What follows belongs to an exercise in optimizing a design on an open flow for small area; a production flow would make more cautious choices. Only simulation tests tie the RTL to the original design; equivalence was not proved. The flow treats the clock pin as an ideal source, which a real chip does not have. Power figures rest on the tool's default switching activity, not on a simulated workload.

--- design.v ---
module wiegand_core (
    input  wire        clk,
    input  wire        rst,
    input  wire [2:0]  cfg,          
    input  wire        op_valid,
    input  wire [2:0]  op,
    input  wire        lineA,        
    input  wire        lineB,
    input  wire [31:0] now,          
    output reg         digit_valid,
    output wire [3:0]  digit,
    output reg         code_valid,
    output wire [23:0] code,
    output reg         data_valid,
    output wire [23:0] data,
    output reg         state_valid,
    output wire [7:0]  state
);
    localparam [2:0] OP_INIT  = 3'd0;
    localparam [2:0] OP_BIT   = 3'd1;
    localparam [2:0] OP_TICK  = 3'd2;
    localparam [2:0] OP_QUERY = 3'd3;
    localparam [2:0] OP_RESET = 3'd4;
    reg [24:0] frame;
    integer    fj;
    reg [4:0]  pos;               
    reg        par1;              
    reg        par2;              
    reg [31:0] acc_code;
    reg [2:0]  mul_cnt;           
    reg        mul_zero;          
    reg [3:1]  mul_prev;          
    reg        mul_carry;
    reg        acc_zero;          
    reg        f_conn;            
    reg        f_logic;           
    reg [7:1]  snapshot;          
    reg        first_pending;     
    reg [31:0] nlast;             
    reg        always_send;
    reg        byte_reorder;
    reg        keypad_en;
    reg        was_query;
    wire is_init  = rst | (op_valid & (op == OP_INIT));
    wire is_bit   = ~rst & op_valid & (op == OP_BIT);
    wire is_tick  = ~rst & op_valid & (op == OP_TICK);
    wire is_query = ~rst & op_valid & (op == OP_QUERY);
    wire is_reset = ~rst & op_valid & (op == OP_RESET);
    wire conn_now = lineA & lineB;
    wire [13:0] ec;
    wire [12:0] elo;
    assign ec[0] = 1'b1;
    genvar ei;
    generate for (ei = 0; ei < 13; ei = ei + 1) begin : sub
        assign elo[ei]  = now[ei] ^ nlast[ei] ^ ec[ei];
        assign ec[ei+1] = (now[ei] & nlast[ei]) | (ec[ei] & (now[ei] ^ nlast[ei]));
    end endgenerate
    wire [31:13] hc = {now[30:13] | nlast[30:13], ec[13]};
    wire [31:13] hx = (now[31:13] ^ hc) ^ nlast[31:13];
    wire         hi_zero = ~|hx;
    wire ge5001 = elo[12] & (elo[11] | elo[10] | (elo[9] & elo[8] & elo[7] &
                  (elo[6] | elo[5] | elo[4] | (elo[3] & (elo[2] | elo[1] | elo[0])))));
    wire ge21   = (|elo[12:5]) | (elo[4] & (elo[3] | (elo[2] & (elo[1] | elo[0]))));
    wire         gt5000  = ~hi_zero | ge5001;
    wire         gt20    = ~hi_zero | ge21;
    wire        timed     = is_bit | is_tick;
    wire        key_idle  = timed & gt5000;
    wire        frame_gap = timed & gt20 & (pos != 5'd31);
    wire       logic_fault = (lineA == lineB);
    wire       bit_value   = ~logic_fault & ~lineB;
    wire [4:0] wp          = frame_gap ? 5'd31 : pos;
    wire       first_half  = (wp == 5'd31) | (wp < 5'd12);
    wire       slot_clr    = is_bit & (wp == 5'd0);
    wire       slot_set    = is_bit & bit_value;
    wire [2:0] set_grp     = {3{slot_set}} & {grp == 2'd2, grp == 2'd1, grp == 2'd0};
    wire [7:0] sel_bit     = 8'd1 << wp[2:0];
    wire [1:0] grp         = (byte_reorder & ~wp[3]) ? {~wp[4], 1'b0} : wp[4:3];
    wire       key_pos   = (wp == 5'd6);
    wire       last_pos  = (wp == 5'd24);
    wire [6:1] low_bits   = byte_reorder ? frame[22:17] : frame[6:1];
    wire [3:0] key_n1     = {low_bits[3:1], frame[0]};
    wire [3:0] key_n2     = {bit_value, low_bits[6:4]};
    wire       key_step   = is_bit & keypad_en & key_pos;
    wire       key_agree  = (key_n1 == key_n2);
    wire       key_digit  = key_step & key_agree & (key_n1 <= 4'd9);
    wire       key_submit = key_step & key_agree & (key_n1 == 4'd11);
    wire full_frame = is_bit & last_pos;
    wire run_emit   = frame_gap | full_frame;
    wire ep_p1      = par1;
    wire ep_p2      = frame_gap ? par2 : (par2 ^ bit_value);
    wire parity_ok  = ~ep_p1 & ep_p2;
    wire emit_data  = run_emit & parity_ok;
    wire        acc_is0     = acc_zero;
    wire        step0  = key_digit;
    wire        busy   = (mul_cnt != 3'd0);
    wire        mzero  = step0 ? acc_is0 : mul_zero;
    wire [3:0]  cur    = acc_code[3:0] & {4{~mzero}};
    wire        n8     = key_n1[3];
    wire        mx     = step0 ? n8 : mul_prev[3];
    wire [2:0]  my     = step0 ? ({3{n8}} | key_n1[2:0]) : mul_prev;
    wire        mci    = step0 ? (n8 & key_n1[0]) : mul_carry;
    wire [4:0]  msum   = {1'b0, cur[2:0], mx} + {1'b0, cur[0], my} + {4'd0, mci};
    wire        submit_send = key_submit & ~acc_is0 & (acc_code != 32'd0) & (acc_code[31:24] == 8'd0);
    wire key_action     = key_digit | key_submit;
    wire run_reset_proc = frame_gap | key_action | full_frame | is_reset;
    wire in_op_flags    = is_bit & ~frame_gap;    
    wire [7:1] notify_flags;
    assign notify_flags[1] = emit_data | key_digit | submit_send;
    assign notify_flags[2] = f_conn;
    assign notify_flags[3] = f_logic | (in_op_flags & logic_fault);
    assign notify_flags[4] = frame_gap;
    assign notify_flags[5] = frame_gap;
    assign notify_flags[6] = run_emit & ep_p1;
    assign notify_flags[7] = run_emit & ~ep_p2;
    wire notify_fire = run_reset_proc
                     & (first_pending | (notify_flags != {snapshot[7:6], snapshot[4], snapshot[4:1]}) | always_send);
    always @(posedge clk) begin
        if (is_init) begin
            always_send   <= cfg[0];
            byte_reorder  <= cfg[1];
            keypad_en     <= cfg[2];
            acc_zero      <= 1'b1;
            first_pending <= 1'b1;
            nlast         <= 32'hFFFF_FFFF;
            pos           <= 5'd31;
            f_conn        <= conn_now;
            f_logic       <= 1'b0;
        end else begin
            if (notify_fire) begin
                snapshot      <= {notify_flags[7:6], 1'b0, notify_flags[4:1]};
                first_pending <= 1'b0;
            end
            if (is_bit)
                nlast   <= ~now;
            if (key_action | full_frame | (frame_gap & ~is_bit) | is_reset) begin
                pos       <= 5'd31;
                f_conn    <= conn_now;
                f_logic   <= 1'b0;
            end else if (is_bit) begin
                pos       <= wp + 5'd1;
                if (frame_gap) begin
                    f_conn  <= conn_now;
                    f_logic <= logic_fault;
                end else begin
                    f_logic <= f_logic | logic_fault;
                end
            end
            if (key_digit) begin
                acc_zero <= 1'b0;
            end else if (key_idle | emit_data | key_submit) begin
                acc_zero <= 1'b1;
            end
        end
        if (is_bit) begin
            if (wp == 5'd31) begin
                par1 <= bit_value;
                par2 <= 1'b0;
            end else if (first_half)
                par1 <= par1 ^ bit_value;
            else
                par2 <= par2 ^ bit_value;
        end
        if (is_bit & (wp == 5'd31))
            frame[0] <= bit_value;
        for (fj = 0; fj < 24; fj = fj + 1)
            frame[fj + 1] <= (frame[fj + 1] & ~slot_clr) | (set_grp[fj / 8] & sel_bit[fj % 8]);
        if (step0 | busy) begin
            acc_code <= {msum[3:0], acc_code[31:4]};
            mul_cnt  <= mul_cnt + 3'd1;
        end
        if (step0)
            mul_zero <= acc_is0;
        mul_prev  <= cur[3:1];
        mul_carry <= msum[4];
        digit_valid <= key_digit;
        code_valid  <= submit_send;
        data_valid  <= emit_data;
        state_valid <= notify_fire | is_query;
        was_query   <= is_query;
    end
    assign digit = key_n1;
    assign code  = acc_code[23:0];
    assign data  = frame[24:1];
    assign state = was_query ? {4'd0, f_logic, f_conn, 2'b01}
                           : {snapshot[7:6], snapshot[4], snapshot[4:1], 1'b1};
endmodule
--- flow/run.sh ---
#!/bin/bash
# The standard layout (standard.sh, unchanged synthesis and steps), with
# - the port buffers that placement inserts made sky130_fd_sc_hd__buf_1
#   instead of the buffer buffer_ports picks by default (every port still
#   gets a buffer);
# - clock tree synthesis with clkbuf_8 buffers and no dummy loads on the
#   clock tree's leaves;
# - after floorplanning, each combinational cell at its family's smallest
#   drive strength (flow/downsize.tcl); later repair steps upsize as needed.
set -euo pipefail
export BUFFER_PORTS_ARGS="-buffer_cell sky130_fd_sc_hd__buf_1"
export CTS_ARGS="-sink_clustering_enable -repair_clock_nets -buf_list sky130_fd_sc_hd__clkbuf_8 -dont_use_dummy_load"
export POST_FLOORPLAN_TCL="$PWD/flow/downsize.tcl"
bash standard.sh > standard.log 2>&1
--- flow/downsize.tcl ---
# Give every combinational cell the smallest drive strength of its family.
# Runs at the end of floorplanning, before placement; the later repair steps
# (repair_design, repair_timing) upsize again wherever slew, capacitance or
# timing need it. Flip-flops, buffers and tie cells keep their cells.
set db [ord::get_db]
set block [ord::get_db_block]
set dont_use $::env(DONT_USE_CELLS)
set n 0
set saved 0.0
foreach inst [$block getInsts] {
  set master [$inst getMaster]
  set name [$master getName]
  if {![regexp {^(sky130_fd_sc_hd__[a-z0-9]+)_([0-9]+)$} $name -> base drive]} { continue }
  if {[regexp {__(s?e?df|dl|conb|tap|fill|decap|diode|buf|clkbuf|clkdly|dlygate|probe|lpflow)} $base]} { continue }
  set area [expr {double([$master getWidth]) * [$master getHeight]}]
  set best ""
  set best_area $area
  foreach d {0 1 2 4} {
    set cand "${base}_$d"
    if {$cand eq $name || [lsearch -exact $dont_use $cand] >= 0} { continue }
    set m [$db findMaster $cand]
    if {$m eq "NULL" || $m eq ""} { continue }
    set a [expr {double([$m getWidth]) * [$m getHeight]}]
    if {$a < $best_area} { set best $cand; set best_area $a }
  }
  if {$best ne ""} {
    replace_cell [$inst getName] $best
    incr n
    set saved [expr {$saved + ($area - $best_area) / 1e6}]
  }
}
puts "downsize: $n cells made smaller, [format %.1f $saved] um2 less"
--- standard.sh ---
#!/bin/bash
# synth_recipe.tcl (not shown) runs the flow's synth.tcl, then flattens the netlist and writes it again
# the make line also repeats each setting of config.mk as NAME=value (left out here)
make -C /OpenROAD-flow-scripts/flow DESIGN_CONFIG=/design/flow/config.mk WORK_HOME=/design/flow/orfs CLKGATE_MAP_FILE= SYNTH_SCRIPT=/design/flow/synth_recipe.tcl "${@:-finish}"
--- config.mk ---
export PLATFORM = sky130hd
export DESIGN_NAME = wiegand_core
export DESIGN_NICKNAME = wiegand_core
export VERILOG_FILES = /design/flow/design.v
export SDC_FILE = /design/flow/constraint.sdc
export NUM_CORES = 4
export LEC_CHECK = 0
export CAP_MARGIN = 20
export CORE_MARGIN = 2
export CORE_UTILIZATION = 65
export SLEW_MARGIN = 20
--- constraint.sdc ---
create_clock -name core_clock -period 16.0 [get_ports {clk}]
set_input_delay 3.2000 -clock core_clock [delete_from_list [all_inputs] [get_ports {clk}]]
set_output_delay 3.2000 -clock core_clock [all_outputs]
set_load 0.01 [all_outputs]
==> flow_metrics.env, run 1 <==
export IMPL_status="finished clean"
export IMPL_grt_overflow_total=0
export IMPL_die_height_um=102
export IMPL_antenna_found_initial=0
export IMPL_drt_total_wl_um=12700
export IMPL_instances_no_fill=801
export IMPL_rsz0062_at_grt="false"
export IMPL_fmax_mhz=82.2
export IMPL_synth_area_leaders="dfxtp_1, edfxtp_1, fa_1"
export IMPL_setup_viol=0
export IMPL_insertion_delay_ns=0.43
export IMPL_first_iter_violations=227
export IMPL_place_ws_ns=3.56
export IMPL_core_area_um2=9240
export IMPL_cts_root_buf="clkbuf_8"
export IMPL_place_congestion=0.877
export IMPL_die_w_um=102
export IMPL_wl_per_cell_um=15.8
export IMPL_cpMaxStageDelayCell="nor4_1"
export IMPL_rows=35
export IMPL_synth_avg_cell_area_um2=10.4
export IMPL_syn_area_um2=6200
export IMPL_layout_drive_gt1_share_pct=4.91
export IMPL_path_max_fanout=8
export IMPL_worstPathRequired_ns=16.16
export IMPL_post_route_min_period_ns=12.16
export IMPL_dpl_cell_count=784
export IMPL_route_detailed_drc=0
export IMPL_synth_flop_cell="dfxtp_1"
export IMPL_diodes=0
export IMPL_first_global_vias=4373
export IMPL_grt_max_degree=74
export IMPL_final_nets=746
export IMPL_die_area_um2=10300
export IMPL_crit_path_start_kind="primary input"
export IMPL_synth_cells=596
export IMPL_port_buffer_count=105
export IMPL_synth_top_cell_by_area="dfxtp_1"
export IMPL_dpl_cell_area_um2=6420
export IMPL_finalClockSkew_ns=0.0369
export IMPL_hp_class="flip-flop to flip-flop"
export IMPL_critPathMaxStageDelay_ns=0.86
export IMPL_ir_worst_vdd_mv=0.0697
export IMPL_path_common_cell="fa_1"
export IMPL_area_growth_pct=7.39
export IMPL_cts_buffers=17
export IMPL_synth_nets=668
export IMPL_synth_seq_cells=122
export IMPL_viasPerCell=5.80
export IMPL_final_antenna_net_count=0
export IMPL_post_cts_buffers=0
export IMPL_first_pass_iters=5
export IMPL_worstSetupPathType="primary input to flip-flop"
export IMPL_final_area_um2=6660
export IMPL_synth_edf_count=48
export IMPL_power_leakage_uw=0.00277
export IMPL_end_kind="flip-flop"
export IMPL_ys_types=68
export IMPL_io_pins=107
export IMPL_seq_area_frac_synth_pct=47.2
export IMPL_htreeDepth=4
export IMPL_start_util_pct=67.1
export IMPL_path_clk_slew_ns=0.06
export IMPL_vias=4642
export IMPL_ys_warnings_count=1
export IMPL_async_reset_ff_share_pct=0
export IMPL_final_period_utilization_pct=76.0
export IMPL_slew_violations=0
export IMPL_power_density_nw_per_um2=120
export IMPL_max_cap_violations=0
export IMPL_fin_ws_ns=3.84
export IMPL_hold_slack_ns=0.457
export IMPL_track_usage_pct=25.3
export IMPL_worstPathArrival_ns=12.32
export IMPL_clock_path_buffers=2
export IMPL_max_slew_margin_pct=34.5
export IMPL_hold_viol=0
export IMPL_cts_tree="built"
export IMPL_postCtsHoldBufs=0
export IMPL_cts_repair_resized=0
export IMPL_tightest_slew_ns=0.973
export IMPL_clock_sinks=122
export IMPL_hpwl_um=9430
export IMPL_grt_pass1_wl_um=20400
export IMPL_synth_top_area_share_pct=23.9
export IMPL_fin_setup_tns_ns=0
## flip-flops by register name, indices dropped and copies added, names as in the netlist, 3 cells and up
register,cells
pos,5
acc_code,32
frame,25
snapshot,6
mul_cnt,3
nlast,32
mul_prev,3
## placed cells by master, fill, tap and decap left out, types with 7 or more instances in the layout
cell type  netlist  final
buf_1            0    105
dfxtp_1         74     74
nand2_1         50     50
edfxtp_1        48     48
inv_1           41     41
o211ai_1        34     34
nor2_1          32     33
o21ai_0         22     22
xnor2_1         19     19
clkbuf_8         0     17
a32o_1          15     15
ha_1            15     15
a21oi_1         14     14
fa_1            14     14
nand3_1         13     13
nor4_1          10     12
o21a_1           9      9
xor2_1           9      9
mux2i_1          7      8
nand4_1          7      7
nor3_1           7      7
## worst paths after layout
path                                              from                      to  slack (ns)  depth (start not counted)
worst min-delay path            acc_code[28]$_DFFE_PP_  acc_code[24]$_DFFE_PP_        0.46                          0
worst min register to register  acc_code[28]$_DFFE_PP_  acc_code[24]$_DFFE_PP_        0.46                          0
worst max-delay path                            now[0]  acc_code[31]$_DFFE_PP_        3.84                         39
worst max register to register   nlast[0]$_SDFFE_PP1P_  acc_code[31]$_DFFE_PP_        6.41                         38
## layout make-up
type	count	area [um2]
Clock buffer	17	234
Fill cell	699	2580
Inverter	43	161
Multi-Input combinational cell	381	2750
Sequential cell	122	2920
Tap cell	129	161
Timing Repair Buffer	109	424
## kinds of logic after synthesis
kind of cell               synth area share [%]
other                                    0.0605
AOI/OAI and AO/OA                          17.3
adders and majority gates                  7.55
muxes                                      1.72
and+or+nand+nor                            14.8
buffers and inverters                      7.45
xor gates and xnor gates                   3.96
DFF                                        47.2
## cells in the mapped netlist, drive strengths merged (7+ instances only)
| cell type | instances |
|---|---|
| mux2i | 8 |
| inv | 43 |
| nand2 | 50 |
| xnor2 | 19 |
| buf | 34 |
| o211ai | 34 |
| fa | 14 |
| o21ai | 22 |
| ha | 15 |
| nand3 | 13 |
| dfxtp | 74 |
| nor2 | 33 |
| edfxtp | 48 |
| or2 | 7 |
| nor3 | 7 |
| nand4 | 7 |
| nor4 | 12 |
| a21oi | 14 |
| xor2 | 9 |
| clkbuf | 16 |
| a32o | 15 |
| o21a | 9 |
## where the power goes
group	total [uW]	leakage (uW)	switching [uW]	internal, uW
Clock	193	0.000122	100	93.2
Combinational	158	0.00156	95.7	62.1
Sequential	448	0.00109	38.5	409
## metrics by stage
step	util, %	power (uW)
after floorplan	-	589
after detailed placement	69.5	612
final	72.0	799
after global routing	72.0	842
after global placement	69.5	606
after CTS	72.0	805
## critical path, delay by kind of cell
family,cells,cell delay (ns)
compound gates,4,0.86
xor+xnor,1,0.09
fa+ha+maj,15,4.28
buf+inv,10,0.71
mux,1,0.34
simple gates,8,2.83
## metal layers
metal | GRT usage, % | wire (um) | vias up
li1 | - | - | 2290
met1 | 34.0 | 5830 | 2201
met2 | 40.9 | 6010 | 133
met3 | 5.18 | 610 | 18
met4 | 8.63 | 223 | 0
met5 | 0 | 0 | -
==> run 2, diff against run 1 <==
==> flow/run.sh (replaced) <==
#!/bin/bash
# The standard layout (standard.sh, unchanged synthesis and steps), with
# - the port buffers that placement inserts made sky130_fd_sc_hd__buf_1
#   instead of the buffer buffer_ports picks by default (every port still
#   gets a buffer);
# - clock tree synthesis with clkbuf_4 buffers and no dummy loads on the
#   clock tree's leaves;
# - after floorplanning, each combinational cell at its family's smallest
#   drive strength (flow/downsize.tcl); later repair steps upsize as needed;
# - after clock tree synthesis, leaf clock buffers with slow clock-pin slews
#   made clkbuf_8 (flow/clkfix.tcl).
set -euo pipefail
export BUFFER_PORTS_ARGS="-buffer_cell sky130_fd_sc_hd__buf_1"
export CTS_ARGS="-sink_clustering_enable -repair_clock_nets -buf_list sky130_fd_sc_hd__clkbuf_4 -dont_use_dummy_load"
export POST_FLOORPLAN_TCL="$PWD/flow/downsize.tcl"
export POST_CTS_TCL="$PWD/flow/clkfix.tcl"
bash standard.sh > standard.log 2>&1
==> flow/clkfix.tcl (new file) <==
estimate_parasitics -placement
set limit 0.090
set n 0
foreach inst [get_cells clkbuf_*] {
  if {[get_property $inst ref_name] ne "sky130_fd_sc_hd__clkbuf_4"} { continue }
  set out [get_pins -of_objects $inst -filter "direction==output"]
  set worst 0.0
  set fanout 0
  foreach p [get_pins -of_objects [get_nets -of_objects $out] -filter "direction==input"] {
    if {![get_property [get_cells -of_objects $p] is_sequential]} { continue }
    incr fanout
    foreach e {rise fall} {
      set s [get_property $p slew_max_$e]
      if {$s > $worst} { set worst $s }
    }
  }
  puts "clkfix: [get_full_name $inst] fanout $fanout slew [format %.4f $worst]"
  if {$fanout > 0 && $worst > $limit} {
    replace_cell [get_full_name $inst] sky130_fd_sc_hd__clkbuf_8
    incr n
  }
}
puts "clkfix: $n clock buffers made clkbuf_8"
if {$n > 0} {
  detailed_placement
  check_placement -verbose
  estimate_parasitics -placement
}
==> flow_metrics.env, run 2 <==
export IMPL_status="stopped before the end"
export IMPL_lastStage="4_1_cts"
export IMPL_firstError="Error: cts.tcl, 90 instance objects do not have a is_sequential property."
export IMPL_place_congestion=0.877
export IMPL_async_reset_ff_share_pct=0
export IMPL_synth_top_cell_by_area="dfxtp_1"
export IMPL_ys_types=68
export IMPL_synth_common_cells="dfxtp_1, nand2_1, edfxtp_1, inv_1, o211ai_1"
export IMPL_port_buffer_count=105
export IMPL_synth_edf_count=48
export IMPL_synth_flop_cell="dfxtp_1"
export IMPL_place_ws_ns=3.56
export IMPL_start_util_pct=67.1
export IMPL_io_pins=107
export IMPL_synth_top_area_share_pct=23.9
export IMPL_syn_area_um2=6200
export IMPL_post_synth_top_count_cell="dfxtp_1"
export IMPL_seq_area_frac_synth_pct=47.2
export IMPL_dpl_cell_count=784
export IMPL_synth_area_leaders="dfxtp_1, edfxtp_1, fa_1"
export IMPL_synth_seq_cells=122
export IMPL_die_w_um=102
export IMPL_ys_warnings_count=1
export IMPL_clock_sinks=122
export IMPL_synth_nets=668
export IMPL_synth_cells=596
export IMPL_die_height_um=102
export IMPL_hpwl_um=9430
export IMPL_rows=35
export IMPL_synth_avg_cell_area_um2=10.4
run 2: worst min-delay path by stage:
stage,startpoint,end,slack [ns],cells after the start
2_1_floorplan,first_pending$_SDFFE_PP1P_,first_pending$_SDFFE_PP1P_,0.43,1
3_3_place_gp,first_pending$_SDFFE_PP1P_,first_pending$_SDFFE_PP1P_,0.44,1
3_5_place_dp,acc_code[28]$_DFFE_PP_,acc_code[24]$_DFFE_PP_,0.44,0
run 2: power groups by stage:
stage / clock [uW] / sequential [uW] / combinational, uW
after detailed placement: 0 / 454 / 158
after global placement: 0 / 453 / 153
after floorplan: 0 / 440 / 149
run 2: kinds of logic after synthesis:
logic type,after synthesis,share of synthesized area [%]
buffers and inverters,93,7.45
adder cells (fa/ha/maj),29,7.55
flip-flops,122,47.2
multiplexers,10,1.72
XOR/XNOR,28,3.96
other,1,0.0605
AO/OA/AOI/OAI,144,17.3
AND/OR/NAND/NOR,169,14.8
run 2: through the flow:
stage / area [um2] / utilization [%] / hold WS, ns / power, uW
floorplan: 6200 / - / 0.427 / 589
detailed placement: 6420 / 69.5 / 0.436 / 612
global placement: 6420 / 69.5 / 0.439 / 606
==> run 3, diff against run 2 <==
--- a/flow/clkfix.tcl
+++ b/flow/clkfix.tcl
@@ -1,3 +1,3 @@
 estimate_parasitics -placement
-set limit 0.090
+set limit 0.105
 set n 0
@@ -9,3 +9,3 @@
   foreach p [get_pins -of_objects [get_nets -of_objects $out] -filter "direction==input"] {
-    if {![get_property [get_cells -of_objects $p] is_sequential]} { continue }
+    if {![string match */CLK [get_full_name $p]]} { continue }
     incr fanout
==> flow_metrics.env, run 3 <==
export IMPL_synth_area_leaders="dfxtp_1, edfxtp_1, fa_1"
export IMPL_fin_setup_tns_ns=0
export IMPL_final_common_cell="buf_1"
export IMPL_async_reset_ff_share_pct=0
export IMPL_start_util_pct=67.1
export IMPL_finalClockSkew_ns=0.0273
export IMPL_tightest_slew_ns=1.01
export IMPL_final_nets=746
export IMPL_die_w_um=102
export IMPL_place_congestion=0.877
export IMPL_synth_avg_cell_area_um2=10.4
export IMPL_path_clk_slew_ns=0.10
export IMPL_final_period_utilization_pct=75.8
export IMPL_post_route_min_period_ns=12.13
export IMPL_critical_path_top_delay_family="adder cells"
export IMPL_hold_viol=0
export IMPL_critPathMaxStageDelay_ns=0.89
export IMPL_synth_nets=668
export IMPL_viasPerCell=5.82
export IMPL_hpwl_um=9430
export IMPL_wl_per_cell_um=15.8
export IMPL_synth_cells=596
export IMPL_max_slew_margin_pct=32.0
export IMPL_grt_max_degree=74
export IMPL_synth_seq_cells=122
export IMPL_instances_no_fill=801
export IMPL_syn_area_um2=6200
export IMPL_ys_warnings_count=1
export IMPL_core_area_um2=9240
export IMPL_first_pass_iters=5
export IMPL_first_global_vias=4393
export IMPL_synth_top_area_share_pct=23.9
export IMPL_diodes=0
export IMPL_hold_slack_ns=0.463
export IMPL_crit_buf_inv=10
export IMPL_ys_types=68
export IMPL_hp_class="flip-flop to flip-flop"
export IMPL_final_antenna_net_count=0
export IMPL_io_pins=107
export IMPL_final_area_um2=6560
export IMPL_die_area_um2=10300
export IMPL_vias=4659
export IMPL_die_height_um=102
export IMPL_end_kind="flip-flop"
export IMPL_grt_overflow_total=0
export IMPL_antenna_found_initial=0
export IMPL_dpl_cell_count=784
export IMPL_power_leakage_uw=0.00273
export IMPL_ir_worst_vdd_mv=0.0689
export IMPL_route_detailed_drc=0
export IMPL_drt_total_wl_um=12700
export IMPL_synth_common_cells="dfxtp_1, nand2_1, edfxtp_1, inv_1, o211ai_1"
export IMPL_grt_pass1_wl_um=20500
export IMPL_insertion_delay_ns=0.48
export IMPL_first_iter_violations=222
export IMPL_seq_area_frac_synth_pct=47.2
export IMPL_track_usage_pct=25.2
export IMPL_rsz0062_at_grt="false"
export IMPL_slew_violations=0
export IMPL_area_growth_pct=5.88
export IMPL_worstSetupPathType="primary input to flip-flop"
export IMPL_synth_flop_cell="dfxtp_1"
export IMPL_dpl_cell_area_um2=6420
export IMPL_synth_edf_count=48
export IMPL_power_density_nw_per_um2=115
export IMPL_path_max_fanout=8
export IMPL_worstPathArrival_ns=12.36
export IMPL_synth_top_cell_by_area="dfxtp_1"
export IMPL_path_common_cell="fa_1"
export IMPL_reg_largest_list="acc_code: 32 flops, nlast: 32 flops, frame: 25 flops"
export IMPL_max_cap_violations=0
export IMPL_layout_drive_gt1_share_pct=4.91
export IMPL_fmax_mhz=82.4
export IMPL_status="finished clean"
export IMPL_setup_viol=0
export IMPL_layout_common_cells="buf_1, dfxtp_1, nand2_1, edfxtp_1, inv_1"
export IMPL_worstPathRequired_ns=16.23
export IMPL_crit_path_start_kind="primary input"
export IMPL_rows=35
export IMPL_port_buffer_count=105
export IMPL_clock_sinks=122
export IMPL_cpMaxStageDelayCell="nor4_1"
export IMPL_cts_tree="built"
export IMPL_post_synth_top_count_cell="dfxtp_1"
## run 3: cell counts after synthesis
Identical to the previous run, type by type.
## run 3: area by class of cell
cell class / count / area [um2]
fillers: 716 / 2680
repair buffers: 109 / 424
flip-flops and latches: 122 / 2920
well taps: 129 / 161
multi-input cells: 381 / 2750
inverters: 43 / 161
clock buffers: 17 / 140
## run 3: routing by layer
| layer | share of wire [%] | GRT usage [%] | routed length, um | vias to the layer above |
|---|---|---|---|---|
| li1 | - | - | - | 2299 |
| met1 | 46 | 34.2 | 5800 | 2194 |
| met2 | 48 | 41.0 | 6050 | 152 |
| met3 | 5.0 | 5.45 | 628 | 14 |
| met4 | 1.4 | 6.76 | 176 | 0 |
| met5 | 0 | 0 | 0 | - |
## run 3: through the flow
step	worst slack, ns	total power [uW]	utilization (%)
final	3.87	752	71.0
after global routing	3.35	796	71.0
after detailed placement	3.56	612	69.5
after global placement	4.02	606	69.5
after floorplan	4.83	589	-
## run 3: final timing paths
| kind | startpoint | to | slack [ns] | cells after the start |
|---|---|---|---|---|
| setup / recovery | now[0] | acc_code[31]$_DFFE_PP_ | 3.87 | 39 |
| hold / removal | acc_code[28]$_DFFE_PP_ | acc_code[24]$_DFFE_PP_ | 0.46 | 0 |
| setup reg to reg | nlast[0]$_SDFFE_PP1P_ | acc_code[31]$_DFFE_PP_ | 6.37 | 38 |
| hold reg to reg | acc_code[28]$_DFFE_PP_ | acc_code[24]$_DFFE_PP_ | 0.46 | 0 |
## run 3: cells by family after synthesis
logic type / Yosys count / share of synthesized area (%)
buf+inv: 93 / 7.45
xor+xnor: 28 / 3.96
simple gates: 169 / 14.8
fa+ha+maj: 29 / 7.55
other cells: 1 / 0.0605
compound gates: 144 / 17.3
mux: 10 / 1.72
flops: 122 / 47.2
## run 3: where the power goes
part	switching [uW]	internal, uW
clock	93.4	53.9
combinational	95.3	61.9
sequential	38.5	409
total	227	524
==> run 4, diff against run 3 <==
--- a/config.mk
+++ b/config.mk
@@ -9,3 +9,3 @@
 export CORE_MARGIN = 2
-export CORE_UTILIZATION = 65
+export CORE_UTILIZATION = 75
 export SLEW_MARGIN = 20
==> flow_metrics.env, run 4 <==
export IMPL_syn_area_um2=6200
export IMPL_ys_warnings_count=1
export IMPL_place_ws_ns=3.52
export IMPL_hold_viol=0
export IMPL_final_antenna_net_count=0
export IMPL_core_area_um2=8090
export IMPL_post_route_min_period_ns=12.02
export IMPL_synth_edf_count=48
export IMPL_instances_no_fill=777
export IMPL_power_leakage_uw=0.00273
export IMPL_layout_drive_gt1_share_pct=4.91
export IMPL_rsz0062_at_grt="false"
export IMPL_port_buffer_count=105
export IMPL_synth_area_leaders="dfxtp_1, edfxtp_1, fa_1"
export IMPL_first_pass_iters=5
export IMPL_hold_slack_ns=0.443
export IMPL_place_congestion=0.905
export IMPL_path_common_cell="fa_1"
export IMPL_worstPathArrival_ns=12.30
export IMPL_ys_types=68
export IMPL_hpwl_um=9970
export IMPL_area_growth_pct=5.39
export IMPL_finalClockSkew_ns=0.0445
export IMPL_synth_avg_cell_area_um2=10.4
export IMPL_track_usage_pct=30.9
export IMPL_cts_tree="built"
export IMPL_viasPerCell=6.25
export IMPL_die_area_um2=9010
export IMPL_status="finished clean"
export IMPL_clock_sinks=122
export IMPL_max_slew_margin_pct=38.5
export IMPL_first_iter_violations=258
export IMPL_synth_common_cells="dfxtp_1, nand2_1, edfxtp_1, inv_1, o211ai_1"
export IMPL_final_period_utilization_pct=75.1
export IMPL_path_clk_slew_ns=0.10
export IMPL_antenna_found_initial=0
export IMPL_synth_top_area_share_pct=23.9
export IMPL_ir_worst_vdd_mv=0.0652
export IMPL_max_cap_violations=0
export IMPL_worstSetupPathType="primary input to flip-flop"
export IMPL_fmax_mhz=83.2
export IMPL_layout_common_cells="buf_1, dfxtp_1, nand2_1, edfxtp_1, inv_1"
export IMPL_synth_flop_cell="dfxtp_1"
export IMPL_rows=33
export IMPL_seq_area_frac_synth_pct=47.2
export IMPL_vias=4853
export IMPL_power_uw=761
export IMPL_tightest_slew_ns=0.915
export IMPL_worstPathRequired_ns=16.28
export IMPL_fin_ws_ns=3.98
export IMPL_synth_top_cell_by_area="dfxtp_1"
export IMPL_path_max_fanout=8
export IMPL_synth_nets=668
export IMPL_slew_violations=0
export IMPL_die_height_um=94.9
export IMPL_drt_total_wl_um=13400
export IMPL_final_nets=746
export IMPL_insertion_delay_ns=0.52
export IMPL_io_pins=107
export IMPL_reg_largest_list="acc_code: 32 flops, nlast: 32 flops, frame: 25 flops"
export IMPL_hp_class="flip-flop to flip-flop"
export IMPL_async_reset_ff_share_pct=0
export IMPL_grt_overflow_total=0
export IMPL_grt_max_degree=66
export IMPL_setup_viol=0
export IMPL_dpl_cell_count=760
export IMPL_synth_cells=596
export IMPL_crit_path_start_kind="primary input"
export IMPL_wl_per_cell_um=17.3
export IMPL_diodes=0
export IMPL_synth_seq_cells=122
export IMPL_final_common_cell="buf_1"
export IMPL_cpMaxStageDelayCell="nor4_1"
export IMPL_end_kind="flip-flop"
export IMPL_fin_setup_tns_ns=0
export IMPL_first_global_vias=4422
export IMPL_die_w_um=94.9
export IMPL_power_density_nw_per_um2=117
export IMPL_grt_pass1_wl_um=21200
export IMPL_post_synth_top_count_cell="dfxtp_1"
export IMPL_route_detailed_drc=0
export IMPL_start_util_pct=76.6
export IMPL_critPathMaxStageDelay_ns=0.82
run 4: layout make-up:
cell class              count  area, um2
clock buffers              17        140
flip-flops and latches    122       2920
well taps                 105        131
inverters                  43        161
repair buffers            109        424
fillers                   524       1560
multi-input cells         381       2750
run 4: layer usage:
metal | part of all wire, % | GRT usage [%] | up-vias
li1 | - | - | 2293
met1 | 40 | 40.1 | 2285
met2 | 50 | 51.0 | 241
met3 | 8.3 | 7.26 | 34
met4 | 1.8 | 10.6 | 0
met5 | 0 | 0 | -
run 4: logic make-up after synthesis:
kind of cell | synth area share (%)
mux | 1.72
simple gates | 14.8
flops | 47.2
compound gates | 17.3
other cells | 0.0605
xor+xnor | 3.96
fa+ha+maj | 7.55
buf+inv | 7.45
run 4: critical path: cells and delay by family:
kind,cells,cell delay (ns)
buffers and inverters,10,0.70
muxes,1,0.40
xor gates and xnor gates,1,0.08
AOI/OAI and AO/OA,4,0.87
and+or+nand+nor,8,2.77
adders and majority gates,15,4.28
run 4: report_power, final:
| part | leakage, uW | internal [uW] | switching (uW) |
|---|---|---|---|
| registers | 0.00109 | 409 | 42.2 |
| clock network | 0.0000834 | 53.7 | 95.1 |
| logic | 0.00156 | 62.8 | 98.8 |
| total | 0.00273 | 525 | 236 |
run 4: final timing paths:
path                                             start                     end  slack [ns]  cells past startpoint
worst min register to register  acc_code[26]$_DFFE_PP_  acc_code[22]$_DFFE_PP_        0.44                      0
worst max-delay path                            now[0]  acc_code[31]$_DFFE_PP_        3.98                     39
worst max register to register   nlast[0]$_SDFFE_PP1P_  acc_code[31]$_DFFE_PP_        6.44                     38
worst min-delay path            acc_code[26]$_DFFE_PP_  acc_code[22]$_DFFE_PP_        0.44                      0
run 4: stage by stage:
step / utilization [%] / instance area (um2)
6_report: 80.7 / 6530
3_3_place_gp: 79.0 / 6390
2_1_floorplan: - / 6200
3_5_place_dp: 79.0 / 6390
5_1_grt: 80.7 / 6530
==> run 5, diff against run 4 <==
--- a/design.v
+++ b/design.v
@@ -38,3 +38,4 @@
     reg        first_pending;     
-    reg [31:0] nlast;             
+    reg [31:0] last_ts;           
+    wire [31:0] nlast = ~last_ts;      
     reg        always_send;
@@ -123,3 +124,2 @@
             first_pending <= 1'b1;
-            nlast         <= 32'hFFFF_FFFF;
             pos           <= 5'd31;
@@ -132,4 +132,2 @@
             end
-            if (is_bit)
-                nlast   <= ~now;
             if (key_action | full_frame | (frame_gap & ~is_bit) | is_reset) begin
@@ -166,2 +164,4 @@
             frame[fj + 1] <= (frame[fj + 1] & ~slot_clr) | (set_grp[fj / 8] & sel_bit[fj % 8]);
+        if (is_bit)
+            last_ts <= now;
         if (step0 | busy) begin
--- a/config.mk
+++ b/config.mk
@@ -9,3 +9,3 @@
 export CORE_MARGIN = 2
-export CORE_UTILIZATION = 75
+export CORE_UTILIZATION = 65
 export SLEW_MARGIN = 20
==> flow_metrics.env, run 5 <==
export IMPL_tightest_slew_ns=0.878
export IMPL_slew_violations=0
export IMPL_grt_overflow_total=0
export IMPL_layout_drive_gt1_share_pct=4.45
export IMPL_synth_common_cells="edfxtp_1, nand2_1, inv_1, dfxtp_1, o21ai_0"
export IMPL_grt_pass1_wl_um=20100
export IMPL_die_w_um=102
export IMPL_vias=4381
export IMPL_antenna_found_initial=0
export IMPL_fin_setup_tns_ns=0
export IMPL_post_synth_top_count_cell="edfxtp_1"
export IMPL_power_density_nw_per_um2=116
export IMPL_power_uw=766
export IMPL_ys_warnings_count=1
export IMPL_nFillCells=715
export IMPL_finalClockSkew_ns=0.0358
export IMPL_cpMaxStageDelayCell="fa_1"
export IMPL_power_leakage_uw=0.00254
export IMPL_clkPwrFrac_pct=19.6
export IMPL_core_area_um2=9240
export IMPL_max_slew_margin_pct=41.3
export IMPL_final_area_um2=6620
export IMPL_reg_largest_list="acc_code: 32 flops, last_ts: 32 flops, frame: 25 flops"
export IMPL_track_usage_pct=25.5
export IMPL_synth_flop_cell="edfxtp_1"
export IMPL_grt_max_degree=47
export IMPL_synth_avg_cell_area_um2=11.0
export IMPL_start_util_pct=67.3
export IMPL_synth_nets=636
export IMPL_worstPathArrival_ns=10.98
export IMPL_setup_viol=0
export IMPL_final_util_pct=71.6
export IMPL_first_iter_violations=169
export IMPL_layout_common_cells="buf_1, edfxtp_1, nand2_1, inv_1, dfxtp_1"
export IMPL_synth_area_leaders="edfxtp_1, dfxtp_1, fa_1"
export IMPL_die_height_um=102
export IMPL_clock_sinks=122
export IMPL_hold_viol=0
export IMPL_die_area_um2=10400
export IMPL_crit_path_start_kind="primary input"
export IMPL_p_comb_share_pct=20.4
export IMPL_drt_total_wl_um=12300
export IMPL_switchingPower_uw=226
export IMPL_status="finished clean"
export IMPL_swShare_pct=29.4
export IMPL_diodes=0
export IMPL_final_common_cell="buf_1"
export IMPL_place_congestion=0.886
export IMPL_critPathMaxStageDelay_ns=0.50
export IMPL_first_global_vias=4279
export IMPL_synth_top_area_share_pct=38.6
export IMPL_fmax_mhz=92.1
export IMPL_seqPwrFrac_pct=60.1
export IMPL_first_pass_iters=5
export IMPL_cts_tree="built"
export IMPL_crit_buf_inv=9
export IMPL_end_kind="flip-flop"
export IMPL_viasPerCell=5.62
export IMPL_post_route_min_period_ns=10.86
export IMPL_dpl_cell_area_um2=6470
export IMPL_hpwl_um=9250
export IMPL_power_internal_uw=540
export IMPL_rsz0062_at_grt="false"
export IMPL_ys_types=69
export IMPL_io_pins=107
export IMPL_critical_path_top_delay_family="adder cells"
export IMPL_final_nets=725
export IMPL_ir_worst_vdd_mv=0.0818
export IMPL_hp_class="flip-flop to flip-flop"
export IMPL_hold_slack_ns=0.419
export IMPL_async_reset_ff_share_pct=0
export IMPL_route_detailed_drc=0
export IMPL_synth_edf_count=80
export IMPL_path_max_fanout=7
export IMPL_path_clk_slew_ns=0.10
export IMPL_synth_seq_cells=122
export IMPL_final_period_utilization_pct=67.8
export IMPL_syn_area_um2=6220
export IMPL_area_growth_pct=6.42
export IMPL_port_buffer_count=105
export IMPL_synth_cells=564
export IMPL_rows=35
export IMPL_seq_area_frac_synth_pct=52.2
export IMPL_wl_per_cell_um=15.8
export IMPL_worstSetupPathType="primary input to flip-flop"
export IMPL_path_common_cell="fa_1"
export IMPL_max_cap_violations=0
export IMPL_synth_top_cell_by_area="edfxtp_1"
export IMPL_insertion_delay_ns=0.52
export IMPL_final_antenna_net_count=0
export IMPL_worstPathRequired_ns=16.12
==> run 5: changes by cell type in the layout (fill, tap and decap cells not counted), sizes merged, moves of 8 or more <==
cell | previous run | this run
dfxtp | 74 | 42
edfxtp | 48 | 80
o211ai | 34 | 5
nor2 | 33 | 17
o21ai | 22 | 38
a32o | 15 | 0
nand2b | 4 | 19
nor2b | 5 | 17
nor3 | 7 | 16
o21a | 9 | 1
==> run 5: cell families (layout without fill, tap and decap cells) <==
kind of cell               count (synthesis)  in the layout  synth area share [%]
other                                      1              1                0.0603
muxes                                     13             13                  2.17
DFF                                      122            122                  52.2
AOI/OAI and AO/OA                         98             98                  10.8
and+or+nand+nor                          189            189                  16.6
buffers and inverters                     85            172                  6.92
xor gates and xnor gates                  27             27                  3.80
adders and majority gates                 29             29                  7.53
==> run 5: power by group through the flow <==
stage,clock network (uW),logic (uW),registers (uW)
6_report,150,156,460
3_3_place_gp,0,151,464
5_1_grt,169,178,468
2_1_floorplan,0,149,452
3_5_place_dp,0,158,467
==> run 5: cell type report <==
class,count,area [um2],share of cell area (%)
repair buffers,107,409,6.18
flip-flops and latches,122,3240,49.0
multi-input cells,357,2480,37.4
well taps,129,161,2.44
inverters,48,180,2.72
clock buffers,17,146,2.21
==> run 5: per-layer routing <==
metal	share of wire, %	global-route usage (%)	up-vias
met3	5.7	6.97	19
met2	48	40.6	145
met4	1.9	8.94	0
li1	-	-	2132
met1	45	33.9	2085
met5	0	0	-
==> run 5: path summary, 6_finish.rpt <==
path / start / to / slack (ns) / cells after the start
worst max-delay path: now[0] / snapshot[3]$_DFFE_PP_ / 5.14 / 37
worst min-delay path: acc_code[30]$_DFFE_PP_ / acc_code[26]$_DFFE_PP_ / 0.42 / 0
worst max register to register: last_ts[0]$_DFFE_PP_ / snapshot[3]$_DFFE_PP_ / 7.63 / 35
worst min register to register: acc_code[30]$_DFFE_PP_ / acc_code[26]$_DFFE_PP_ / 0.42 / 0
==> run 5: through the flow <==
step,cells,worst slack [ns]
after floorplan,564,5.63
after global routing,780,4.43
final,780,5.14
after global placement,763,5.13
after detailed placement,763,4.71
==> run 6, diff against run 5 <==
--- a/design.v
+++ b/design.v
@@ -128,3 +128,3 @@
         end else begin
-            if (notify_fire) begin
+            if (run_reset_proc) begin
                 snapshot      <= {notify_flags[7:6], 1'b0, notify_flags[4:1]};
@@ -166,6 +166,8 @@
             last_ts <= now;
-        if (step0 | busy) begin
+        if (step0 | busy)
             acc_code <= {msum[3:0], acc_code[31:4]};
-            mul_cnt  <= mul_cnt + 3'd1;
-        end
+        if (is_init)
+            mul_cnt <= 3'd0;
+        else if (step0 | busy)
+            mul_cnt <= mul_cnt + 3'd1;
         if (step0)
==> flow_metrics.env, run 6 <==
export IMPL_synth_seq_cells=122
export IMPL_critPathMaxStageDelay_ns=0.65
export IMPL_final_common_cell="buf_1"
export IMPL_async_reset_ff_share_pct=0
export IMPL_finalClockSkew_ns=0.0441
export IMPL_max_cap_violations=0
export IMPL_ys_types=70
export IMPL_vias=4190
export IMPL_status="finished clean"
export IMPL_path_max_fanout=11
export IMPL_power_uw=637
export IMPL_power_leakage_uw=0.00248
export IMPL_area_growth_pct=6.60
export IMPL_diodes=0
export IMPL_grt_max_degree=35
export IMPL_synth_top_area_share_pct=37.9
export IMPL_antenna_found_initial=0
export IMPL_path_common_cell="fa_1"
export IMPL_ys_warnings_count=1
export IMPL_track_usage_pct=24.0
export IMPL_power_density_nw_per_um2=97.9
export IMPL_critical_path_top_delay_family="adder cells"
export IMPL_grt_pass1_wl_um=18800
export IMPL_viasPerCell=5.72
export IMPL_worstSetupPathType="primary input to flip-flop"
export IMPL_crit_path_start_kind="primary input"
export IMPL_wl_per_cell_um=15.7
export IMPL_end_kind="flip-flop"
export IMPL_start_util_pct=66.7
export IMPL_grt_overflow_total=0
export IMPL_synth_area_leaders="edfxtp_1, dfxtp_1, fa_1"
export IMPL_final_antenna_net_count=0
export IMPL_hold_viol=0
export IMPL_synth_cells=534
export IMPL_place_congestion=0.890
export IMPL_io_pins=107
export IMPL_post_route_min_period_ns=11.53
export IMPL_synth_nets=606
export IMPL_path_clk_slew_ns=0.10
export IMPL_tightest_slew_ns=1.01
export IMPL_ir_worst_vdd_mv=0.0532
export IMPL_seq_area_frac_synth_pct=52.7
export IMPL_die_w_um=101
export IMPL_hpwl_um=8930
export IMPL_syn_area_um2=6100
export IMPL_layout_common_cells="buf_1, edfxtp_1, nand2_1, dfxtp_1, inv_1"
export IMPL_setup_viol=0
export IMPL_post_synth_top_count_cell="edfxtp_1"
export IMPL_first_global_vias=4033
export IMPL_route_detailed_drc=0
export IMPL_synth_top_cell_by_area="edfxtp_1"
export IMPL_crit_buf_inv=9
export IMPL_clock_sinks=122
export IMPL_reg_largest_list="acc_code: 32 flops, last_ts: 32 flops, frame: 25 flops"
export IMPL_max_slew_margin_pct=32.3
export IMPL_die_height_um=101
export IMPL_first_pass_iters=4
export IMPL_insertion_delay_ns=0.49
export IMPL_first_iter_violations=137
export IMPL_port_buffer_count=105
export IMPL_cts_tree="built"
export IMPL_core_area_um2=9150
export IMPL_fmax_mhz=86.7
export IMPL_synth_common_cells="edfxtp_1, dfxtp_1, nand2_1, inv_1, buf_4"
export IMPL_cpMaxStageDelayCell="or4_1"
export IMPL_rsz0062_at_grt="false"
export IMPL_synth_flop_cell="edfxtp_1"
export IMPL_rows=35
export IMPL_worstPathArrival_ns=11.76
export IMPL_final_nets=696
export IMPL_drt_total_wl_um=11500
export IMPL_fin_setup_tns_ns=0
export IMPL_final_period_utilization_pct=72.1
export IMPL_synth_edf_count=77
export IMPL_die_area_um2=10200
export IMPL_worstPathRequired_ns=16.23
export IMPL_slew_violations=0
export IMPL_synth_avg_cell_area_um2=11.4
export IMPL_layout_drive_gt1_share_pct=5.31
export IMPL_hp_class="flip-flop to flip-flop"
run 6: cell types whose count changed after synthesis, moves of 8 or more:
cell,delta
xnor2_1,+8
o21ai_2,-8
o21ai_0,-10
nand2_1,-8
run 6: routing by layer:
metal  routed length [um]  vias up  share of wire, %  GRT usage (%)
met5                    0        -                 0              0
met3                  515        6               4.5           5.34
met1                 5190     2012                45           31.5
met2                 5740      120                50           40.3
li1                     -     2052                 -              -
met4                   71        0              0.62           6.64
run 6: final timing paths:
kind                          startpoint                endpoint  slack (ns)  cells past startpoint
setup / recovery                  now[0]  acc_code[31]$_DFFE_PP_        4.47                     38
hold / removal    acc_code[31]$_DFFE_PP_  acc_code[27]$_DFFE_PP_        0.45                      0
setup reg to reg    last_ts[0]$_DFFE_PP_  acc_code[31]$_DFFE_PP_        6.90                     36
hold reg to reg   acc_code[31]$_DFFE_PP_  acc_code[27]$_DFFE_PP_        0.45                      0
run 6: cell type report:
cell class                 count  area [um2]
sequential                   122        3210
fill                         715        2650
multi-input combinational    332        2430
timing repair buffer         107         413
inverter                      44         165
clock buffer                  17         140
tap                          111         139
run 6: worst register-to-register path, delay by kind of cell, from the launching register on:
family / cells / cell delay, ns
mux: 1 / 0.37
compound gates: 4 / 0.88
flops: 1 / 0.40
fa+ha+maj: 15 / 4.06
simple gates: 8 / 2.53
buf+inv: 7 / 0.48
xor+xnor: 1 / 0.09
run 6: kinds of logic (layout without fill, tap and decap cells):
logic type	count (synthesis)	after routing	synth area share, %
AOI/OAI and AO/OA	87	87	10.6
xor gates and xnor gates	34	34	4.88
adders and majority gates	29	29	7.67
buffers and inverters	80	168	6.89
DFF	122	122	52.7
muxes	14	14	2.36
other	1	1	0.0615
and+or+nand+nor	167	167	14.8
run 6: report_power, final:
part	internal, uW	switching (uW)	total [uW]
combinational	37.7	59.7	97.5
clock	53.8	92.7	147
sequential	375	17.7	393
total	467	170	637
run 6: metrics by stage:
stage | hold slack, ns | area [um2] | instances | utilization [%] | setup slack, ns
after floorplan | 0.427 | 6100 | 534 | - | 4.88
after global placement | 0.437 | 6350 | 715 | 69.4 | 4.28
after detailed placement | 0.439 | 6350 | 715 | 69.4 | 3.96
after global routing | 0.467 | 6500 | 733 | 71.1 | 3.79
final | 0.449 | 6500 | 733 | 71.1 | 4.47
==> run 7, diff against run 6 <==
--- a/config.mk
+++ b/config.mk
@@ -7,5 +7,5 @@
 export LEC_CHECK = 0
-export CAP_MARGIN = 20
+export CAP_MARGIN = 0
 export CORE_MARGIN = 2
 export CORE_UTILIZATION = 65
-export SLEW_MARGIN = 20
+export SLEW_MARGIN = 0
==> flow_metrics.env, run 7 <==
export IMPL_core_area_um2=9150
export IMPL_area_growth_pct=6.42
export IMPL_die_area_um2=10200
export IMPL_reg_largest_list="acc_code: 32 flops, last_ts: 32 flops, frame: 25 flops"
export IMPL_whs_path_depth=0
export IMPL_worstPathArrival_ns=11.76
export IMPL_rsz0062_at_grt="false"
export IMPL_setup_viol=0
export IMPL_track_usage_pct=24.0
export IMPL_clkPwrFrac_pct=23.0
export IMPL_grt_overflow_total=0
export IMPL_swShare_pct=26.7
export IMPL_first_iter_violations=153
export IMPL_final_nets=695
export IMPL_path_common_cell="fa_1"
export IMPL_async_reset_ff_share_pct=0
export IMPL_wl_per_cell_um=15.7
export IMPL_synth_top_cell_by_area="edfxtp_1"
export IMPL_worstPathRequired_ns=16.23
export IMPL_drt_total_wl_um=11500
export IMPL_post_synth_top_count_cell="edfxtp_1"
export IMPL_synth_avg_cell_area_um2=11.4
export IMPL_post_route_min_period_ns=11.53
export IMPL_reg2regPathDepth=36
export IMPL_ys_types=70
export IMPL_hold_viol=0
export IMPL_final_area_um2=6490
export IMPL_layout_common_cells="buf_1, edfxtp_1, nand2_1, dfxtp_1, inv_1"
export IMPL_regToRegStartpoint="last_ts[0]$_DFFE_PP_"
export IMPL_startpoint="now[0]"
export IMPL_antenna_found_initial=0
export IMPL_status="finished clean"
export IMPL_hpwl_um=8930
export IMPL_synth_seq_cells=122
export IMPL_fmax_mhz=86.7
export IMPL_cpMaxStageDelayCell="or4_1"
export IMPL_port_buffer_count=105
export IMPL_viasPerCell=5.69
export IMPL_synth_area_leaders="edfxtp_1, dfxtp_1, fa_1"
export IMPL_switchingPower_uw=170
export IMPL_final_antenna_net_count=0
export IMPL_synth_cells=534
export IMPL_first_pass_iters=5
export IMPL_cts_tree="built"
export IMPL_worstSetupPathType="primary input to flip-flop"
export IMPL_power_leakage_uw=0.00248
export IMPL_first_global_vias=4033
export IMPL_final_common_cell="buf_1"
export IMPL_place_congestion=0.890
export IMPL_final_period_utilization_pct=72.1
export IMPL_insertion_delay_ns=0.50
export IMPL_syn_area_um2=6100
export IMPL_fin_setup_tns_ns=0
export IMPL_power_internal_uw=467
export IMPL_hp_class="flip-flop to flip-flop"
export IMPL_route_detailed_drc=0
export IMPL_hp_start="acc_code[31]$_DFFE_PP_"
export IMPL_end_kind="flip-flop"
export IMPL_die_height_um=101
export IMPL_power_density_nw_per_um2=98.2
export IMPL_vias=4162
export IMPL_p_comb_share_pct=15.2
export IMPL_nFillCells=715
export IMPL_multi_input_area_um2=2430
export IMPL_synth_top_area_share_pct=37.9
export IMPL_clock_sinks=122
export IMPL_synth_nets=606
export IMPL_io_pins=107
export IMPL_critPathMaxStageDelay_ns=0.65
export IMPL_diodes=0
export IMPL_slew_violations=0
export IMPL_synth_common_cells="edfxtp_1, dfxtp_1, nand2_1, inv_1, buf_4"
export IMPL_start_util_pct=66.7
export IMPL_seq_area_frac_synth_pct=52.7
export IMPL_max_cap_violations=0
export IMPL_ys_warnings_count=1
export IMPL_seq_area_um2=3210
export IMPL_layout_drive_gt1_share_pct=4.99
export IMPL_synth_edf_count=77
export IMPL_path_max_fanout=11
export IMPL_ir_worst_vdd_mv=0.0531
export IMPL_synth_flop_cell="edfxtp_1"
export IMPL_die_w_um=101
export IMPL_grt_pass1_wl_um=18800
export IMPL_rows=35
export IMPL_seqPwrFrac_pct=61.7
export IMPL_dpl_cell_area_um2=6350
export IMPL_crit_path_start_kind="primary input"
export IMPL_max_slew_margin_pct=26.0
export IMPL_path_clk_slew_ns=0.10
export IMPL_finalClockSkew_ns=0.0445
export IMPL_power_uw=638
export IMPL_grt_max_degree=35
export IMPL_tightest_slew_ns=1.11
## run 7: critical path, delay by kind of cell
family / cells / cell delay, ns
adder cells (fa/ha/maj): 15 / 4.04
XOR/XNOR: 1 / 0.09
AND/OR/NAND/NOR: 8 / 2.53
multiplexers: 1 / 0.37
buffers and inverters: 9 / 0.60
AO/OA/AOI/OAI: 4 / 0.88
## run 7: final timing paths
kind	end	slack, ns
setup / recovery	acc_code[31]$_DFFE_PP_	4.47
hold / removal	acc_code[27]$_DFFE_PP_	0.45
setup reg to reg	acc_code[31]$_DFFE_PP_	6.89
hold reg to reg	acc_code[27]$_DFFE_PP_	0.45
## run 7: cell type report
type                            count  share of cell area (%)
Clock buffer                       17                    2.16
Inverter                           44                    2.54
Multi-Input combinational cell    332                    37.5
Sequential cell                   122                    49.5
Tap cell                          111                    2.14
Timing Repair Buffer              106                    6.19
## run 7: power groups by stage
stage	sequential (uW)	clock (uW)	combinational [uW]
final	394	147	97.2
after floorplan	393	0	87.4
after global placement	400	0	93.4
after detailed placement	401	0	98.7
after global routing	397	162	111
## run 7: cells by family (layout without fill, tap and decap cells)
group | after synthesis | count (layout) | synth area share [%]
compound gates | 87 | 87 | 10.6
buf+inv | 80 | 167 | 6.89
mux | 14 | 14 | 2.36
other cells | 1 | 1 | 0.0615
fa+ha+maj | 29 | 29 | 7.67
simple gates | 167 | 167 | 14.8
xor+xnor | 34 | 34 | 4.88
flops | 122 | 122 | 52.7
## run 7: through the flow
step	hold slack, ns	util, %	setup slack (ns)	cells
floorplan	0.427	-	4.88	534
global placement	0.437	69.4	4.28	715
detailed placement	0.439	69.4	3.96	715
global route	0.467	70.9	3.76	732
finish	0.448	70.9	4.47	732
## run 7: routing by layer
metal	track usage, %	vias to the layer above	wire length [um]
met5	0	-	0
met4	6.64	0	68
met3	5.34	6	562
met2	40.3	128	5730
met1	31.5	1982	5140
li1	-	2046	-

[what the ideal ports hide]
No port has a modelled driver above. Below, the same layouts with a new extraction and two added sets of constraints.
Step 1 (the two cells are an assumption about what drives the block):
set clk [get_ports {clk}]
set_driving_cell -lib_cell sky130_fd_sc_hd__clkbuf_16 $clk
set_driving_cell -lib_cell sky130_fd_sc_hd__buf_2 [delete_from_list [all_inputs] $clk]
Step 2, shift: input delay + t, output delay - t, t = (earliest + latest rising clock arrival at the registers) / 2. This alone moves slack from input paths to output paths.
Slacks: no drivers / after step 1 / after step 2; pairs: no drivers / after step 1.
run | shift t [ns] | setup slack, ns | cell pins on the clock port's net
run 1 | 0.448 | 3.840 / 3.839 / 3.391 | 1
run 3 | 0.502 | 3.867 / 3.865 / 3.363 | 1
run 4 | 0.532 | 3.981 / 3.991 / 3.459 | 1
run 5 | 0.533 | 5.144 / 5.149 / 4.616 | 1
run 6 | 0.498 | 4.472 / 4.477 / 3.979 | 1
run 7 | 0.504 | 4.468 / 4.474 / 3.970 | 1
After both steps every run listed still meets setup and hold. The setup slack of run 5, which loses most, moves by +0.005 ns with the drivers and by -0.528 ns with both steps.
